Source: an optimization exercise on an open RTL-to-GDS flow (aim: small area, a short achievable clock period and few clock cycles). Production flows keep margins and buffers that such runs may drop.
Function was checked by simulation only, so behaviour that the tests miss may differ from the original.
Power is estimated from default activity; no workload was simulated.

==> design/flow/design.v <==
module vpe_stripe_solver (
  input             clk,
  input             rst_n,
  input             start,
  input             cfg_scheme,      
  input      [3:0]  cfg_ngroups,     
  input      [47:0] cfg_gsize,       
  input      [63:0] fail_data,       
  input      [7:0]  fail_lp,         
  input             fail_gp,         
  output            busy,
  output            done,
  output     [1:0]  cls_rollup,
  output     [15:0] cls_group,       
  output     [1:0]  cls_gp,
  output            rd_valid,
  output     [5:0]  rd_slot,
  input             rd_ready,
  input      [31:0] rd_data,
  output            out_valid,
  output     [5:0]  out_slot,
  output     [31:0] out_data,
  input             out_ready
);
  localparam [1:0] C_OK = 2'd0, C_REC = 2'd1, C_DL = 2'd2;
  localparam [4:0] S_IDLE  = 5'd0,  S_DONE  = 5'd1,  S_ANA0 = 5'd2,  S_ANA  = 5'd3,
                   S_PLAN  = 5'd4,  S_TGP   = 5'd5,  S_LJT  = 5'd6,  S_HT   = 5'd7,
                   S_TLOW  = 5'd8,  S_LJA   = 5'd9,  S_HA   = 5'd10, S_TUP  = 5'd11,
                   S_SOLVE = 5'd12, S_EMI   = 5'd13, S_EMJ  = 5'd14, S_LJL  = 5'd15,
                   S_LPJ   = 5'd16, S_EMLPT = 5'd17, S_GPE  = 5'd18, S_END  = 5'd19, S_DISP = 5'd20;
  function automatic [31:0] mul2w(input [31:0] w);    
    integer b;
    begin
      for (b = 0; b < 4; b = b + 1)
        mul2w[8*b +: 8] = {w[8*b +: 7], 1'b0} ^ (w[8*b+7] ? 8'h1d : 8'h00);
    end
  endfunction
  function automatic [31:0] div2w(input [31:0] w);    
    integer b;
    begin
      for (b = 0; b < 4; b = b + 1)
        div2w[8*b +: 8] = {w[8*b], w[8*b+1 +: 7] ^ (w[8*b] ? 7'h0e : 7'h00)};
    end
  endfunction
  function automatic [7:0] ctab(input [5:0] d);
    case (d)
      6'd0: ctab = 8'h00;
      6'd1: ctab = 8'hf4;
      6'd2: ctab = 8'ha7;
      6'd3: ctab = 8'h9d;
      6'd4: ctab = 8'h72;
      6'd5: ctab = 8'hed;
      6'd6: ctab = 8'h5f;
      6'd7: ctab = 8'h54;
      6'd8: ctab = 8'ha0;
      6'd9: ctab = 8'ha9;
      6'd10: ctab = 8'hfb;
      6'd11: ctab = 8'h74;
      6'd12: ctab = 8'h85;
      6'd13: ctab = 8'he4;
      6'd14: ctab = 8'hc0;
      6'd15: ctab = 8'h8a;
      6'd16: ctab = 8'h67;
      6'd17: ctab = 8'hdc;
      6'd18: ctab = 8'h26;
      6'd19: ctab = 8'h63;
      6'd20: ctab = 8'hf2;
      6'd21: ctab = 8'he9;
      6'd22: ctab = 8'hb4;
      6'd23: ctab = 8'hd2;
      6'd24: ctab = 8'h02;
      6'd25: ctab = 8'h8e;
      6'd26: ctab = 8'hba;
      6'd27: ctab = 8'haa;
      6'd28: ctab = 8'hde;
      6'd29: ctab = 8'h89;
      6'd30: ctab = 8'h57;
      6'd31: ctab = 8'h59;
      6'd32: ctab = 8'hac;
      6'd33: ctab = 8'h2c;
      6'd34: ctab = 8'h93;
      6'd35: ctab = 8'h09;
      6'd36: ctab = 8'h60;
      6'd37: ctab = 8'h1e;
      6'd38: ctab = 8'hbc;
      6'd39: ctab = 8'ha4;
      6'd40: ctab = 8'hb3;
      6'd41: ctab = 8'h43;
      6'd42: ctab = 8'heb;
      6'd43: ctab = 8'hda;
      6'd44: ctab = 8'h6a;
      6'd45: ctab = 8'h12;
      6'd46: ctab = 8'hc7;
      6'd47: ctab = 8'h39;
      6'd48: ctab = 8'h04;
      6'd49: ctab = 8'h69;
      6'd50: ctab = 8'h47;
      6'd51: ctab = 8'h98;
      6'd52: ctab = 8'h3e;
      6'd53: ctab = 8'hd0;
      6'd54: ctab = 8'h23;
      6'd55: ctab = 8'h82;
      6'd56: ctab = 8'h97;
      6'd57: ctab = 8'h7b;
      6'd58: ctab = 8'h52;
      6'd59: ctab = 8'hf6;
      6'd60: ctab = 8'hc5;
      6'd61: ctab = 8'h2f;
      6'd62: ctab = 8'h91;
      6'd63: ctab = 8'h1c;
      default: ctab = 8'h00;
    endcase
  endfunction
  reg  [4:0]  st;
  reg         scheme;
  reg  [3:0]  ng;
  reg  [5:0]  E [0:7];         
  reg  [63:0] fd;
  reg  [7:0]  flp;
  reg         fgp;
  reg  [1:0]  cnt [0:7];       
  reg  [5:0]  pa;              
  reg         pav;             
  reg  [7:0]  r_rec, r_dl;
  reg  [7:0]  r_loc, r_lpe;    
  reg  [2:0]  r_t;
  reg         r_modeT, r_modeG, r_tc;
  reg  [1:0]  r_roll, r_q;
  reg  [4:0]  st2;             
  reg  [2:0]  g2;
  reg  [2:0]  g;               
  reg  [5:0]  s;               
  reg  [5:0]  send;            
  reg  [5:0]  pslot;           
  reg         first;           
  reg         lpv;             
  reg  [5:0]  ireg, jreg;      
  reg         seenj;
  reg  [2:0]  bcnt;
  reg         fj, xlp;         
  reg         rdv;             
  reg         refill;          
  reg         g1v;
  reg  [2:0]  g1r;             
  reg         busy_r, done_r;
  reg  [5:0]  rds;             
  reg  [31:0] A, T, P, V;
  reg         ovalid;
  reg  [5:0]  oslot;
  integer k;
  reg  [7:0]  nle0, pok, loc_m, lpr_m, tgt_m, dl_m, rec_m;
  reg  [2:0]  t;
  reg         modeT, modeG;
  always @* begin
    for (k = 0; k < 8; k = k + 1) begin
      nle0[k] = (cnt[k] == 2'd0) || (cnt[k] == 2'd1 && !flp[k]);
      pok[k]  = !(flp[k] && cnt[k] != 2'd0);
    end
    for (k = 0; k < 8; k = k + 1) begin : cl
      reg det, oth, valid;
      valid = (k < ng);
      if (!scheme) begin
        oth = ((~nle0 & ~(8'd1 << k)) == 8'd0);
        det = nle0[k] ||
              (((cnt[k] == 2'd1 && flp[k]) || (cnt[k] == 2'd2 && !flp[k])) && !fgp && oth);
      end else begin
        oth = ((~pok & ~(8'd1 << k)) == 8'd0);
        det = (!flp[k] && cnt[k] <= 2'd1) || (flp[k] && cnt[k] == 2'd0) ||
              (flp[k] && cnt[k] == 2'd1 && !fgp && oth);
      end
      rec_m[k] = valid && !(cnt[k] == 2'd0 && !flp[k]) && det;
      dl_m[k]  = valid && !(cnt[k] == 2'd0 && !flp[k]) && !det;
      loc_m[k] = rec_m[k] && cnt[k] == 2'd1 && !flp[k];
      lpr_m[k] = rec_m[k] && cnt[k] == 2'd0 && flp[k];
      tgt_m[k] = rec_m[k] && !loc_m[k] && !lpr_m[k];
    end
    t = 3'd0;
    for (k = 0; k < 8; k = k + 1)
      if (tgt_m[k]) t = k[2:0];
    modeT = |tgt_m;
    modeG = fgp && !(|dl_m);
  end
  function automatic [3:0] ffs8(input [7:0] m);    
    integer i;
    begin
      ffs8 = 4'd0;
      for (i = 7; i >= 0; i = i - 1)
        if (m[i]) ffs8 = {1'b1, i[2:0]};
    end
  endfunction
  wire [5:0] ndata = E[7];
  always @* begin
    for (k = 0; k < 8; k = k + 1) begin
      r_loc[k] = r_rec[k] && !flp[k] && cnt[k] == 2'd1;
      r_lpe[k] = r_rec[k] && flp[k];
    end
  end
  reg  [4:0] fj_st;
  reg  [2:0] fj_g;
  always @* begin : fjb
    reg [3:0] lf0, pf0;
    reg [7:0] lpe0;
    reg [2:0] nm1;
    lpe0 = lpr_m | (tgt_m & flp);
    lf0  = ffs8(loc_m);
    pf0  = ffs8(lpe0);
    nm1  = ng[2:0] - 3'd1;
    fj_g  = 3'd0;
    if (modeT)        fj_st = S_TGP;
    else if (lf0[3]) begin fj_st = S_LJL; fj_g = lf0[2:0]; end
    else if (pf0[3]) begin fj_st = S_LPJ; fj_g = pf0[2:0]; end
    else begin
      fj_g  = nm1;
      fj_st = (!scheme && loc_m[nm1]) ? S_LJA : S_HA;
    end
  end
  wire [2:0] ngm1  = ng[2:0] - 3'd1;
  reg  [4:0] nx_st;
  reg  [2:0] nx_g;
  always @* begin : nxt
    reg [3:0] lf, pf;
    reg       to_loc, to_lp;
    reg [3:0] lfrom, pfrom;
    nx_st  = S_END;
    nx_g   = g2;
    to_loc = 1'b0;
    to_lp  = 1'b0;
    lfrom  = 4'd0;
    pfrom  = 4'd0;
    case (st2)
      S_TGP:   if (r_t == 3'd0) begin nx_st = S_TLOW; nx_g = r_t; end
               else begin nx_st = r_loc[0] ? S_LJT : S_HT; nx_g = 3'd0; end
      S_LJT:   nx_st = S_HT;
      S_HT:    if (g2 + 3'd1 == r_t) begin nx_st = S_TLOW; nx_g = r_t; end
               else begin nx_g = g2 + 3'd1; nx_st = r_loc[g2 + 3'd1] ? S_LJT : S_HT; end
      S_TLOW:  if (r_t == ngm1) begin nx_st = S_TUP; nx_g = r_t; end
               else begin nx_g = ngm1; nx_st = (!scheme && r_loc[ngm1]) ? S_LJA : S_HA; end
      S_LJA:   nx_st = S_HA;
      S_HA:    if (r_modeT && g2 - 3'd1 == r_t) begin nx_st = S_TUP; nx_g = r_t; end
               else if (!r_modeT && g2 == 3'd0) nx_st = S_GPE;
               else begin nx_g = g2 - 3'd1; nx_st = (!scheme && r_loc[g2 - 3'd1]) ? S_LJA : S_HA; end
      S_TUP:   nx_st = r_tc ? S_SOLVE : S_EMI;
      S_SOLVE: nx_st = S_EMI;
      S_EMI:   if (r_tc) nx_st = S_EMJ;
               else begin to_loc = 1'b1; lfrom = {1'b0, r_t} + 4'd1; end
      S_EMJ:   begin to_loc = 1'b1; lfrom = {1'b0, r_t} + 4'd1; end
      S_LJL:   begin to_loc = 1'b1; lfrom = {1'b0, g2} + 4'd1; end
      S_LPJ, S_EMLPT: begin to_lp = 1'b1; pfrom = {1'b0, g2} + 4'd1; end
      default: nx_st = S_END;
    endcase
    lf = ffs8(r_loc & (8'hff << lfrom));
    if (to_loc) begin
      if (lf[3]) begin nx_st = S_LJL; nx_g = lf[2:0]; end
      else begin to_lp = 1'b1; pfrom = 4'd0; end
    end
    pf = ffs8(r_lpe & (8'hff << pfrom));
    if (to_lp) begin
      if (pf[3]) begin
        nx_g  = pf[2:0];
        nx_st = (r_modeT && pf[2:0] == r_t) ? S_EMLPT : S_LPJ;
      end else if (r_modeG) begin
        nx_g  = ngm1;
        nx_st = (!scheme && r_loc[ngm1]) ? S_LJA : S_HA;
      end else
        nx_st = S_END;
    end
  end
  wire       planning = (st == S_PLAN);
  wire [4:0] su_st    = planning ? S_LJL : st2;
  wire [2:0] su_g     = planning ? g1r : g2;
  wire [5:0] gps      = E[7] + {2'd0, ng};
  wire       spec_ok  = g1v && (fj_st == S_LJL) && (fj_g == g1r);
  wire       su_desc  = (su_st == S_HA) || (su_st == S_TUP);
  wire [5:0] su_start = (su_g == 3'd0) ? 6'd0 : E[su_g - 3'd1];
  wire [5:0] su_endm1 = E[su_g] - 6'd1;
  wire [5:0] su_s     = su_desc ? su_endm1 : su_start;
  wire [5:0] su_send  = su_desc ? su_start : su_endm1;
  wire [5:0] su_pslot = (su_st == S_GPE) ? gps : ndata + {3'd0, su_g};
  wire       su_lpv   = scheme && !flp[su_g];
  wire       su_rsel  = (su_st == S_TGP) || ((su_st == S_HT || su_st == S_HA) && su_lpv);
  wire       su_read  = (su_st == S_LJT) || (su_st == S_LJA) || (su_st == S_LJL) || (su_st == S_LPJ) ||
                        (su_st == S_TGP) || (su_st == S_HT) || (su_st == S_HA) ||
                        (su_st == S_TLOW) || (su_st == S_TUP);
  wire       entering_a = (su_st == S_LJA || su_st == S_HA || su_st == S_TUP) &&
                          !(st == S_LJA || st == S_HA);
  reg  [63:0] amask;              
  always @* begin : am
    integer i;
    for (i = 0; i < 64; i = i + 1)
      amask[i] = fd[i] && (!pav || i > pa);
  end
  reg  [5:0]  af;
  always @* begin : ana
    integer i;
    af = 6'd0;
    for (i = 63; i >= 0; i = i - 1)
      if (amask[i]) af = i[5:0];
  end
  reg [2:0] agrp;
  always @* begin : agr
    integer i;
    reg [6:0] th;                   
    for (i = 0; i < 7; i = i + 1)
      th[i] = (E[i] <= pa);
    agrp[2] = th[3];
    agrp[1] = th[3] ? th[5] : th[1];
    agrp[0] = th[3] ? (th[5] ? th[6] : th[4]) : (th[1] ? th[2] : th[0]);
  end
  wire cf      = fd[s];           
  wire st_lj   = (st == S_LJT) || (st == S_LJA) || (st == S_LJL);
  wire stall   = ovalid && !out_ready;
  wire adv     = !stall && (!rdv || rd_ready);
  wire fj_eff  = fj || (first && cf);
  wire go_xlp  = st_lj && !xlp && s == send && fj_eff;
  reg vend;
  always @* begin
    case (st)
      S_LJT, S_LJA, S_LJL:        vend = xlp || (s == send && !fj_eff);
      S_LPJ:                      vend = (s == send);
      S_HT, S_HA:                 vend = lpv || (s == send);
      S_TLOW:                     vend = cf;
      S_TUP:                      vend = cf && (!r_tc || seenj);
      S_SOLVE:                    vend = (bcnt == 3'd0);
      default:                    vend = 1'b1;
    endcase
  end
  wire [31:0] p_base = first ? 32'd0 : P;
  wire [31:0] pn     = p_base ^ rd_data;
  wire [31:0] hx     = (lpv || !cf) ? rd_data : P;         
  wire [31:0] th     = T ^ hx;
  wire [31:0] tnext  = scheme ? th : div2w(th);
  wire [31:0] amul   = scheme ? A : mul2w(A);
  reg  [7:0]  cval;
  always @(posedge clk) cval <= ctab(jreg - ireg);
  wire [31:0] rsol   = A ^ T ^ P ^ V;
  wire [5:0] s_step  = (st == S_HA || st == S_TUP) ? s - 6'd1 : s + 6'd1;
  wire       cf_step = fd[s_step];
  wire       seenj_n = seenj || (cf && r_tc && !seenj);
  wire       st_rsel = (st_lj && cf_step) || (st == S_TUP && cf_step && r_tc && seenj_n);
  wire job_st = !(st == S_IDLE || st == S_DONE || st == S_ANA0 || st == S_ANA ||
                  st == S_PLAN || st == S_END);
  always @(posedge clk) begin
    if (!rst_n) begin
      st     <= S_IDLE;
      busy_r <= 1'b0;
      done_r <= 1'b0;
      ovalid <= 1'b0;
      rdv    <= 1'b0;
    end else begin
      if (ovalid && out_ready) ovalid <= 1'b0;
      case (st)
        S_IDLE, S_DONE: begin
          st     <= S_IDLE;
          busy_r <= 1'b0;
          done_r <= 1'b0;
          if (start) begin
            scheme <= cfg_scheme;
            ng     <= cfg_ngroups;
            for (k = 0; k < 8; k = k + 1) begin
              if (k % 2 == 0) E[k] <= cfg_gsize[6*k +: 6];
              else            E[k] <= cfg_gsize[6*k +: 6] + cfg_gsize[6*k-6 +: 6];
              cnt[k] <= 2'd0;
            end
            fd     <= fail_data;
            flp    <= fail_lp;
            fgp    <= fail_gp;
            pav    <= 1'b0;
            refill <= 1'b0;
            g1v    <= 1'b0;
            r_rec  <= 8'd0;
            r_dl   <= 8'd0;
            r_q    <= C_OK;
            r_roll <= C_OK;
            st     <= S_ANA0;
            busy_r <= 1'b1;
            done_r <= 1'b0;
          end
        end
        S_ANA0: begin : a0
          reg [5:0] p03, q46, q47;
          p03 = E[1] + E[3];
          q46 = E[5] + E[6];
          q47 = E[5] + E[7];
          E[2] <= E[1] + E[2];
          E[3] <= p03;
          E[4] <= p03 + E[4];
          E[5] <= p03 + E[5];
          E[6] <= p03 + q46;
          E[7] <= p03 + q47;
          pa  <= af;                  
          pav <= 1'b1;
          if (fd != 64'd0)             begin st <= S_ANA; busy_r <= 1'b1; done_r <= 1'b0; end
          else if (flp != 8'd0 || fgp) begin st <= S_PLAN; busy_r <= 1'b1; done_r <= 1'b0; end
          else                         begin st <= S_DONE; busy_r <= 1'b0; done_r <= 1'b1; end
        end
        S_ANA: begin
          if (cnt[agrp] != 2'd3) cnt[agrp] <= cnt[agrp] + 2'd1;
          g1v <= 1'b1;
          if (!g1v) g1r <= agrp;
          pa <= af;
          if (amask == 64'd0) begin st <= S_PLAN; busy_r <= 1'b1; done_r <= 1'b0; end
        end
        S_PLAN: begin
          r_rec    <= rec_m;
          r_dl     <= dl_m;
          r_t      <= t;
          r_modeT  <= modeT;
          r_modeG  <= modeG;
          r_tc     <= !flp[t];
          r_q      <= !fgp ? C_OK : (|dl_m) ? C_DL : C_REC;
          r_roll   <= (|dl_m) ? C_DL : (|rec_m || fgp) ? C_REC : C_OK;
          if (spec_ok) begin
            st     <= S_LJL;
            busy_r <= 1'b1;
            done_r <= 1'b0;
            st2    <= S_LJL;
            refill <= 1'b1;
            g     <= g1r;
                        g2    <= g1r;
            s     <= su_s;
            send  <= su_send;
            pslot <= su_pslot;
            lpv   <= su_lpv;
            first <= 1'b1;
            seenj <= 1'b0;
            fj    <= 1'b0;
            xlp   <= 1'b0;
            bcnt  <= 3'd7;
            rdv   <= su_read;
            rds   <= su_rsel ? ((su_st == S_TGP) ? gps : su_pslot) : su_s;
            if (entering_a) A <= 32'd0;
          end else if (modeT || loc_m != 8'd0 || lpr_m != 8'd0 || modeG) begin
            st     <= S_DISP;
            busy_r <= 1'b1;
            done_r <= 1'b0;
            st2    <= fj_st;
            g2     <= fj_g;
          end else begin
            st     <= S_DONE;
            busy_r <= 1'b0;
            done_r <= 1'b1;
          end
        end
        S_END: begin
          if (!stall) begin st <= S_DONE; busy_r <= 1'b0; done_r <= 1'b1; end
        end
        default: begin
          if (adv && refill) begin
            st2    <= nx_st;
            g2     <= nx_g;
            refill <= 1'b0;
          end
          if (adv && !(vend && refill)) begin
            case (st)
              S_LJT, S_LJA, S_LJL, S_LPJ: begin
                if (!xlp && first && cf) begin
                  P  <= 32'd0;               
                  fj <= 1'b1;
                end else
                  P <= pn;
                if (!xlp && cf) oslot <= s;
                if (go_xlp) xlp <= 1'b1;
                if (vend && st != S_LJA) begin
                  V      <= pn;
                  ovalid <= 1'b1;
                  if (st == S_LPJ) oslot <= pslot;
                end
              end
              S_TGP: T <= rd_data;
              S_HT:  T <= tnext;
              S_HA:  A <= amul ^ hx;
              S_TLOW: begin
                if (!cf) begin
                  T <= tnext;
                  P <= pn;
                end else begin
                  ireg <= s;
                  V    <= p_base;
                end
              end
              S_TUP: begin
                if (!cf) begin
                  A <= amul ^ rd_data;
                  P <= pn;
                end else if (r_tc && !seenj) begin
                  A     <= amul;
                  P     <= p_base;
                  jreg  <= s;
                  seenj <= 1'b1;
                end else begin
                  A    <= amul;
                  P    <= r_tc ? pn : p_base;    
                  ireg <= s;
                end
              end
              S_SOLVE: begin
                if (bcnt == 3'd7) begin
                  A <= rsol;
                  T <= cval[7] ? rsol : 32'd0;
                end else
                  T <= mul2w(T) ^ (cval[bcnt] ? A : 32'd0);
                bcnt <= bcnt - 3'd1;
              end
              S_EMI: begin
                ovalid <= 1'b1;
                oslot  <= ireg;
                if (r_tc) V <= T ^ P ^ V;
                else begin
                  V <= A ^ T;
                  A <= A ^ T ^ P ^ V;
                end
              end
              S_EMJ: begin
                ovalid <= 1'b1;
                oslot  <= jreg;
                V      <= T;
              end
              S_EMLPT, S_GPE: begin
                ovalid <= 1'b1;
                oslot  <= pslot;
                V      <= A;
              end
              default: ;
            endcase
            first <= 1'b0;
            if (vend) begin
              st     <= st2;
              busy_r <= 1'b1;
              done_r <= 1'b0;
              g     <= g2;
              st2   <= nx_st;
              g2    <= nx_g;
              s     <= su_s;
              send  <= su_send;
              pslot <= su_pslot;
              lpv   <= su_lpv;
              first <= 1'b1;
              seenj <= 1'b0;
              fj    <= 1'b0;
              xlp   <= 1'b0;
              bcnt  <= 3'd7;
              rdv   <= su_read;
              rds   <= su_rsel ? ((su_st == S_TGP) ? gps : su_pslot) : su_s;
              if (entering_a) A <= 32'd0;
            end else if (go_xlp) begin
              rds <= pslot;
            end else begin
              s   <= s_step;
              rds <= st_rsel ? pslot : s_step;
            end
          end
        end
      endcase
    end
  end
  assign busy       = busy_r;
  assign done       = done_r;
  assign rd_valid   = rdv;
  assign rd_slot    = rds;
  assign out_valid  = ovalid;
  assign out_slot   = oslot;
  assign out_data   = V;
  genvar gi;
  generate for (gi = 0; gi < 8; gi = gi + 1) begin : og
    assign cls_group[2*gi +: 2] = {r_dl[gi], r_rec[gi]};
  end endgenerate
  assign cls_gp     = r_q;
  assign cls_rollup = r_roll;
endmodule
==> design/flow/flow/run.sh <==
#!/bin/bash
set -euo pipefail
export SETUP_SLACK_MARGIN=10
export BUFFER_PORTS_ARGS="-buffer_cell sky130_fd_sc_hd__buf_2"
bash standard.sh > standard.log 2>&1
==> design/flow/standard.sh <==
#!/bin/bash
# synth_recipe.tcl (not shown) runs the flow's synth.tcl, then flattens the netlist and writes it again
# the make line also repeats each setting of config.mk as NAME=value (left out here)
make -C /OpenROAD-flow-scripts/flow DESIGN_CONFIG=/design/flow/config.mk WORK_HOME=/design/flow/orfs CLKGATE_MAP_FILE= SYNTH_SCRIPT=/design/flow/synth_recipe.tcl "${@:-finish}"
==> design/flow/config.mk <==
export PLATFORM = sky130hd
export DESIGN_NAME = vpe_stripe_solver
export DESIGN_NICKNAME = vpe_stripe_solver
export VERILOG_FILES = /design/flow/design.v
export SDC_FILE = /design/flow/constraint.sdc
export NUM_CORES = 4
export LEC_CHECK = 0
export CAP_MARGIN = 20
export CORE_MARGIN = 2
export CORE_UTILIZATION = 60
export SLEW_MARGIN = 20
==> design/flow/constraint.sdc <==
create_clock -name core_clock -period 14.0 [get_ports {clk}]
set_input_delay 2.8000 -clock core_clock [delete_from_list [all_inputs] [get_ports {clk}]]
set_output_delay 2.8000 -clock core_clock [all_outputs]
set_load 0.01 [all_outputs]
==> results.py, run 1 <==
metrics = {
    "logic_synthesis": {
        "synthCells": 4046,
        "ys_ff_latch": 383,
        "syn_nets": 4356,
        "synthFlopType": "edfxtp_1",
        "async_flop_share": 0,
        "synth_edf_count": 366,
        "synth.avg_cell_area_sq_um": 8.63,
        "syn_area_sq_mm": 0.0349,
        "ys_seq_area_frac": 0.324,
        "ys_types": 112,
        "ys_warn_count": 2,
    },
    "power": {
        "p_leak_nw": 15.8,
        "pwr_density_cell_mw_per_mm2": 207,
        "peakVddDrop_uv": 143,
        "power_w": 0.00861,
    },
    "die": {
        "io_pins": 231,
        "dieArea_sq_mm": 0.0602,
        "die_y_microns": 245,
        "die_w_microns": 245,
        "core.rowCount": 88,
        "core_sq_mm": 0.0576,
        "initial_core_util": 0.607,
    },
    "detailed_routing": {
        "via_count": 37600,
        "drc": 0,
        "first_iter_violations": 6460,
        "wl_per_cell_microns": 28.2,
        "drt_wl_total_mm": 145,
        "drtPass1Iterations": 10,
        "ant_nets": 0,
        "via_per_inst": 7.30,
    },
    "min_path": {
        "hold_start": "st[2]$_SDFFE_PN0P_",
        "whs_endpoint": "st[2]$_SDFFE_PN0P_",
        "whs_path_depth": 2,
        "hold_class": "reg2reg",
    },
    "clocking": {
        "clk_pin_slew_ns": 0.06,
        "htreeDepth": 2,
        "insertion_delay_ns": 0.64,
        "clock-root-buffer": "clkbuf_16",
        "cts.sinks": 383,
        "ctsLongestPathBuffers": 3,
        "holdBufCountCts": 0,
        "cts_buffers": 46,
        "cts_tree": "yes",
    },
    "global_routing": {
        "grt_max_degree": 75,
        "antenna_found_initial": 5,
        "grt_pass1_wl_mm": 209,
        "grt_use_total": 0.451,
        "overflow": 0,
        "grt_pass1_vias": 35900,
    },
    "timing": {
        "period_needed_ns": 4.33,
        "hold_viol_final": 0,
        "tightest_slew_ns": 1.60,
        "relSlewSlack": -0.0754,
        "whs_ns": 0.539,
        "fin_crit_sh": 0.309,
        "finalSetupViolCount": 0,
        "rsz0062_at_grt": "yes",
        "tns_ns": 0,
        "drv_slew": 5,
        "final.setup_skew_ns": 0.0355,
        "fmax_mhz": 231,
    },
    "finish": {
        "drive_above_1_share": 0.212,
        "nets": 4651,
        "fillCellCount": 4171,
        "syn_to_final_growth_pct": 19.3,
    },
    "run_status": {
        "so_faults": "capacitance limit, slew limit",
        "status": "finished with violations",
    },
    "place": {
        "gp_congestion": 1.04,
        "portBuffers": 230,
        "dp_hpwl_mm": 93.0,
    },
    "critical_path": {
        "critPathArrivalTime_ns": 4.66,
        "r2r-end": "cnt[1][0]$_SDFFCE_PN0P_",
        "r2r_start": "pa[1]$_SDFFCE_PP0P_",
        "path_max_fanout": 6,
        "criticalPathCategory": "reg2reg",
        "cp-start-kind": "flop",
        "cp-end-kind": "flop",
        "reg2reg_depth": 20,
        "rrSetupSlack_ns": 9.67,
        "cp.required_ns": 14.33,
    },
    "run": {
        "drv_cap": 1,
    },
}
stage by stage:
| step | std cells | setup slack (ns) | util | cell area [sq um] |
|---|---|---|---|---|
| 6_report | 5146 | 9.67 | 0.723 | 41700 |
| 5_1_grt | 5143 | 9.60 | 0.723 | 41700 |
| 4_1_cts | 5018 | 9.84 | 0.695 | 40000 |
| 3_5_place_dp | 4796 | 7.97 | 0.635 | 36600 |
| 3_3_place_gp | 4795 | 8.02 | 0.635 | 36600 |
| 2_1_floorplan | 4046 | 9.17 | - | 35300 |
where the power goes:
| group | switching, W | internal (W) | leakage (nW) |
|---|---|---|---|
| registers | 0.000340 | 0.00164 | 3.50 |
| clock network | 0.000550 | 0.000712 | 0.723 |
| logic | 0.00326 | 0.00211 | 11.5 |
| total | 0.00415 | 0.00446 | 15.8 |
flip-flops by register name, indices dropped and copies added, names as in the netlist, 16 cells and up:
| register | count |
|---|---|
| A | 32 |
| E | 48 |
| P | 32 |
| T | 32 |
| V | 32 |
| cnt | 16 |
| fd | 64 |
synthesized netlist by cell type, types with 42 or more instances:
master,instances,area (sq um)
mux2i_1,101,1010
o21ai_0,336,1680
edfxtp_1,366,11000
nor3_1,83,415
a21o_1,51,383
nand2_1,407,1530
buf_2,47,235
xnor2_1,218,1910
a31oi_1,52,325
nand3_1,71,355
inv_1,145,544
a221oi_1,66,578
nor2_1,367,1380
xor2_1,166,1450
clkbuf_1,210,788
o22ai_1,63,394
mux4_2,48,1080
ha_1,123,1540
nor4_1,42,263
o21a_1,54,405
a21oi_1,325,1630
routing by layer:
| layer | wire length [microns] | vias to the layer above | GRT usage |
|---|---|---|---|
| li1 | - | 15700 | - |
| met1 | 48900 | 17500 | 0.560 |
| met2 | 62700 | 3398 | 0.690 |
| met3 | 22100 | 961 | 0.132 |
| met4 | 11600 | 4 | 0.286 |
| met5 | 23 | - | 0 |
worst max-delay path, cell delays in order (launching register included):
cell	delay, ns
edfxtp_1	0.44
buf_12	0.17
inv_12	0.08
buf_4	0.10
ha_1	0.23
nor2b_1	0.15
o21a_1	0.17
o21a_1	0.16
o21a_1	0.17
o21a_1	0.18
o22ai_2	0.23
mux2i_4	0.12
buf_12	0.16
mux2i_4	0.21
mux4_2	0.36
a21o_1	0.20
ha_4	0.19
buf_6	0.13
nor2_4	0.17
nand2_4	0.18
o21ai_4	0.21
layout by cell type, fill, tap and decap left out, types with 16 or more instances in the layout:
master | netlist | final
nand2_1 | 407 | 396
mux4_2 | 48 | 48
buf_2 | 47 | 224
nor3_1 | 83 | 73
or3_1 | 17 | 16
o211ai_1 | 37 | 37
clkbuf_16 | 0 | 53
buf_6 | 5 | 16
xnor2_1 | 218 | 211
buf_12 | 0 | 20
mux2i_1 | 101 | 86
nand2b_1 | 31 | 30
nor2b_1 | 39 | 31
a32o_1 | 18 | 18
xor2_1 | 166 | 164
inv_1 | 145 | 128
a21o_1 | 51 | 49
ha_1 | 123 | 111
a211oi_1 | 38 | 34
o221ai_1 | 16 | 16
a221o_1 | 17 | 17
and3_1 | 22 | 21
nand4_1 | 28 | 28
o21ai_0 | 336 | 326
nor4_1 | 42 | 33
nor2_1 | 367 | 347
a222oi_1 | 30 | 30
a31oi_1 | 52 | 50
edfxtp_1 | 366 | 366
o22ai_1 | 63 | 59
fa_1 | 24 | 20
buf_4 | 3 | 273
o21a_1 | 54 | 52
nand3_1 | 71 | 65
and2_1 | 25 | 24
a221oi_1 | 66 | 66
a22oi_1 | 18 | 17
a21oi_1 | 325 | 311
worst max path at each step:
| stage | start | to | slack [ns] |
|---|---|---|---|
| floorplan | rst_n | cnt[4][0]$_SDFFCE_PN0P_ | 9.17 |
| global placement | s[0]$_DFFE_PP_ | P[18]$_DFFE_PP_ | 8.02 |
| detailed placement | s[0]$_DFFE_PP_ | V[27]$_DFFE_PP_ | 7.97 |
| CTS | pa[1]$_SDFFCE_PP0P_ | cnt[6][0]$_SDFFCE_PN0P_ | 9.84 |
| global route | pa[5]$_SDFFCE_PN0P_ | cnt[1][1]$_SDFFCE_PN0P_ | 9.60 |
| finish | pa[1]$_SDFFCE_PP0P_ | cnt[1][0]$_SDFFCE_PN0P_ | 9.67 |
cell families (layout without fill, tap and decap cells):
group | count (synthesis) | in the layout | synth area share
AO/OA/AOI/OAI | 1299 | 1299 | 0.242
multiplexers | 165 | 167 | 0.0652
adder cells (fa/ha/maj) | 147 | 147 | 0.0578
AND/OR/NAND/NOR | 1214 | 1217 | 0.162
XOR/XNOR | 385 | 385 | 0.0968
buffers and inverters | 453 | 779 | 0.0518
other | 0 | 4 | 0
flip-flops | 383 | 383 | 0.324
final cells by class:
class                   count  area (sq um)  share of cell area
inverters                 150           627              0.0150
multi-input cells        3215         23200               0.557
well taps                 765           957              0.0230
repair inverters            1          7.51            0.000180
clock inverters            28           302             0.00724
clock buffers              56          1210              0.0290
diodes                      4          10.0            0.000240
flip-flops and latches    383         11400               0.273
repair buffers            544          4000              0.0960
repair_timing:
| action | 4_1_cts | 5_1_grt |
|---|---|---|
| gates cloned | 8 | 6 |
| hold endpoints to repair | 0 | 0 |
| endpoints found under the setup margin | 478 | 305 |
| pin swaps | 31 | 41 |
| gates resized for setup | 169 | 103 |
| setup buffers | 130 | 118 |
Testbench counts, summed over its fixed seeds: cycles 59,929.
==> run 2, diff against run 1 <==
--- a/design/flow/design.v
+++ b/design/flow/design.v
@@ -241,6 +241,5 @@
                else begin nx_g = g2 - 3'd1; nx_st = (!scheme && r_loc[g2 - 3'd1]) ? S_LJA : S_HA; end
-      S_TUP:   nx_st = r_tc ? S_SOLVE : S_EMI;
-      S_SOLVE: nx_st = S_EMI;
-      S_EMI:   if (r_tc) nx_st = S_EMJ;
+      S_TUP:   if (r_tc) nx_st = S_SOLVE;
                else begin to_loc = 1'b1; lfrom = {1'b0, r_t} + 4'd1; end
+      S_SOLVE: nx_st = S_EMJ;
       S_EMJ:   begin to_loc = 1'b1; lfrom = {1'b0, r_t} + 4'd1; end
@@ -335,2 +334,3 @@
   wire [31:0] rsol   = A ^ T ^ P ^ V;
+  wire [31:0] tsol   = mul2w(T) ^ (cval[bcnt] ? A : 32'd0);
   wire [5:0] s_step  = (st == S_HA || st == S_TUP) ? s - 6'd1 : s + 6'd1;
@@ -489,6 +489,11 @@
                   seenj <= 1'b1;
-                end else begin
+                end else if (r_tc) begin
                   A    <= amul;
-                  P    <= r_tc ? pn : p_base;    
+                  P    <= pn;                    
                   ireg <= s;
+                end else begin
+                  V      <= amul ^ T;
+                  A      <= amul ^ T ^ p_base ^ V;
+                  ovalid <= 1'b1;
+                  oslot  <= s;
                 end
@@ -500,13 +505,9 @@
                 end else
-                  T <= mul2w(T) ^ (cval[bcnt] ? A : 32'd0);
-                bcnt <= bcnt - 3'd1;
-              end
-              S_EMI: begin
-                ovalid <= 1'b1;
-                oslot  <= ireg;
-                if (r_tc) V <= T ^ P ^ V;
-                else begin
-                  V <= A ^ T;
-                  A <= A ^ T ^ P ^ V;
+                  T <= tsol;
+                if (bcnt == 3'd0) begin
+                  V      <= tsol ^ P ^ V;
+                  ovalid <= 1'b1;
+                  oslot  <= ireg;
                 end
+                bcnt <= bcnt - 3'd1;
               end
==> run 2 against run 1 <==
The run now finishes clean. Design area about the same. Utilization decreased by 1.7 points. Sequential power increased by 6%. Largest power group unchanged.
==> results.py, run 2 <==
metrics = {
    "timing": {
        "tightest_slew_ns": 1.10,
        "finalSetupViolCount": 0,
        "relSlewSlack": 0.262,
        "drv_slew": 0,
        "final.setup_skew_ns": 0.0344,
        "fin_ws_ns": 9.88,
        "hold_viol_final": 0,
        "period_needed_ns": 4.12,
        "rsz0062_at_grt": "yes",
        "fmax_mhz": 243,
        "fin_crit_sh": 0.294,
        "tns_ns": 0,
    },
    "finish": {
        "register_area_sq_mm": 0.0113,
        "reg.largest.list": "fd x64, E x48",
        "syn_to_final_growth_pct": 16.5,
        "mostFrequentLayoutCells": "nand2_1, edfxtp_1, a21oi_1, nor2_1, xnor2_1",
        "nets": 4743,
        "largest-register": "fd",
        "largest_reg_flops": 64,
        "fillCellCount": 4663,
        "multi_input_area_sq_mm": 0.0236,
        "final_core_util": 0.706,
        "final_area_sq_mm": 0.0417,
        "drive_above_1_share": 0.187,
        "final_common_cell": "nand2_1",
    },
    "clocking": {
        "clk_pin_slew_ns": 0.07,
        "holdBufCountCts": 0,
        "cts.sinks": 383,
        "cts_tree": "yes",
        "clock-root-buffer": "clkbuf_16",
        "insertion_delay_ns": 0.63,
        "htreeDepth": 2,
        "cts_buffers": 45,
        "ctsLongestPathBuffers": 3,
    },
    "global_routing": {
        "top_usage_layer": "met2",
        "gr-usage-met2": 0.637,
        "grt_util_met1": 0.540,
        "gr-usage-met3": 0.0916,
        "grt_pass1_wl_mm": 194,
        "antenna_found_initial": 4,
        "grt_use_total": 0.410,
        "overflow": 0,
        "grt_max_degree": 73,
        "grt_pass1_vias": 33100,
    },
    "critical_path": {
        "cp-start-kind": "flop",
        "crit_slowest_cell": "edfxtp_1",
        "criticalPathCategory": "reg2out",
        "critical_path.top_delay_family": "flip-flops",
        "cp.required_ns": 11.20,
        "cp-end-kind": "primary output",
        "crit_chain": "buf_2",
        "critPathArrivalTime_ns": 1.32,
        "path_max_fanout": 2,
        "slowest_delay_ns": 0.50,
        "cp.buffers_inverters": 1,
    },
    "logic_synthesis": {
        "synth_top_cell_area_share": 0.307,
        "synthFlopType": "edfxtp_1",
        "ys_ff_latch": 383,
        "async_flop_share": 0,
        "yosysMostFrequentCell": "nand2_1",
        "yosys-top-cells-area": "edfxtp_1, xnor2_1, a21oi_1",
        "ys_top_cells_by_count": "nand2_1, a21oi_1, edfxtp_1, nor2_1, xnor2_1",
        "ys_types": 100,
        "synth.avg_cell_area_sq_um": 8.52,
        "synth_largest_area_cell": "edfxtp_1",
        "synthCells": 4196,
        "syn_area_sq_mm": 0.0358,
        "ys_warn_count": 2,
        "ys_seq_area_frac": 0.317,
        "syn_nets": 4506,
        "synth_edf_count": 366,
    },
    "detailed_routing": {
        "via_count": 35900,
        "drt_wl_total_mm": 133,
        "ant_nets": 0,
        "first_iter_violations": 4229,
        "drtPass1Iterations": 8,
        "via_per_inst": 6.85,
        "drc": 0,
        "wl_per_cell_microns": 25.3,
    },
    "place": {
        "dp_hpwl_mm": 84.2,
        "gp_congestion": 1.02,
        "placed_cell_area_sq_mm": 0.0374,
        "place_ws_ns": 8.38,
        "portBuffers": 230,
    },
    "power": {
        "peakVddDrop_uv": 153,
        "p_leak_nw": 15.8,
        "power_w": 0.00874,
        "pwr_density_cell_mw_per_mm2": 210,
    },
    "min_path": {
        "hold_class": "reg2reg",
    },
    "die": {
        "io_pins": 231,
        "core_sq_mm": 0.0590,
        "dieArea_sq_mm": 0.0616,
        "die_w_microns": 248,
        "initial_core_util": 0.606,
        "core.rowCount": 89,
        "die_y_microns": 248,
    },
    "run_status": {
        "status": "timing/DRC/antenna clean",
    },
    "run": {
        "drv_cap": 0,
    },
}
## run 2: changes by cell type after synthesis, moves of 18 or more
cell	change
o21a_1	-26
o21ai_0	-33
xor2_1	+23
a2111oi_0	+23
a31oi_1	-18
clkbuf_1	+54
nand2_1	+27
buf_2	-37
a21oi_1	+57
xnor2_1	+91
## run 2: routing by layer
layer  share of wire  up-vias
met4           0.060        4
met1            0.37    16800
met2            0.44     2596
met3            0.13      601
li1                -    15900
met5         0.00023        -
## run 2: cell type report
class	count	area share
flip-flops and latches	383	0.272
clock buffers	48	0.0273
multi-input cells	3343	0.566
repair inverters	1	0.000180
repair buffers	500	0.0897
inverters	159	0.0156
clock inverters	32	0.00610
well taps	773	0.0232
diodes	2	0.000120
## run 2: cells by family (layout without fill, tap and decap cells)
kind of cell | Yosys count | count (layout) | synth area share
other cells | 0 | 2 | 0
flops | 383 | 383 | 0.317
fa+ha+maj | 148 | 148 | 0.0568
buf+inv | 472 | 740 | 0.0516
compound gates | 1275 | 1276 | 0.228
mux | 168 | 168 | 0.0616
simple gates | 1249 | 1250 | 0.161
xor+xnor | 501 | 501 | 0.124
## run 2: path summary, 6_finish.rpt
path	startpoint	slack [ns]	end	cells past startpoint
max	V[5]$_DFFE_PP_	9.88	out_data[5]	1
min	rdv$_SDFFE_PN0P_	0.58	rdv$_SDFFE_PN0P_	2
max reg2reg	st[3]$_SDFFE_PN0P_	10.02	rds[4]$_DFFE_PP_	13
min reg2reg	rdv$_SDFFE_PN0P_	0.58	rdv$_SDFFE_PN0P_	2
## run 2: power breakdown
| part | internal, W | total [W] | switching (W) |
|---|---|---|---|
| combinational | 0.00231 | 0.00546 | 0.00316 |
| clock | 0.000644 | 0.00117 | 0.000526 |
| sequential | 0.00167 | 0.00210 | 0.000430 |
## run 2: through the flow
stage | cells | hold WS, ns
6_report | 5241 | 0.580
5_1_grt | 5240 | 0.647
4_1_cts | 5128 | 0.583
3_5_place_dp | 4933 | 0.577
3_3_place_gp | 4933 | 0.580
2_1_floorplan | 4196 | 0.439
## run 2: timing repair
item,4_1_cts,5_1_grt
gates cloned,10,8
gates resized for setup,86,104
endpoints found under the hold margin,0,0
pin swaps,11,23
setup endpoints to repair,486,318
buffers inserted,105,103
Testbench counts of run 2, summed over its fixed seeds: cycles 59,564.

[separate check: timing with driven ports]
The results above use ideal ports. As a check the final layouts listed here were re-extracted and re-timed, cells and wires unchanged. Step 1 assumes that a clkbuf_16 drives the clock port and a buf_2 every other input. Step 2 adds t to the input delays and takes it off the output delays; t is the mean of the earliest and latest rising clock arrival at the registers after step 1. Input paths then give back, and output paths get back, about the clock's delay inside the block. Slacks: ideal / step 1 / step 2; pairs: ideal / step 1.
| run | t (ns) | slack for setup (ns) | worst register clock-pin slew, ns |
|---|---|---|---|
| run 1 | 0.683 | 9.671 / 9.671 / 9.323 | 0.07 / 0.07 |
| run 2 | 0.674 | 9.882 / 9.818 / 9.359 | 0.07 / 0.07 |
For run 2, which loses most, drivers alone change the setup slack by -0.064 ns; drivers and shift together by -0.523 ns.
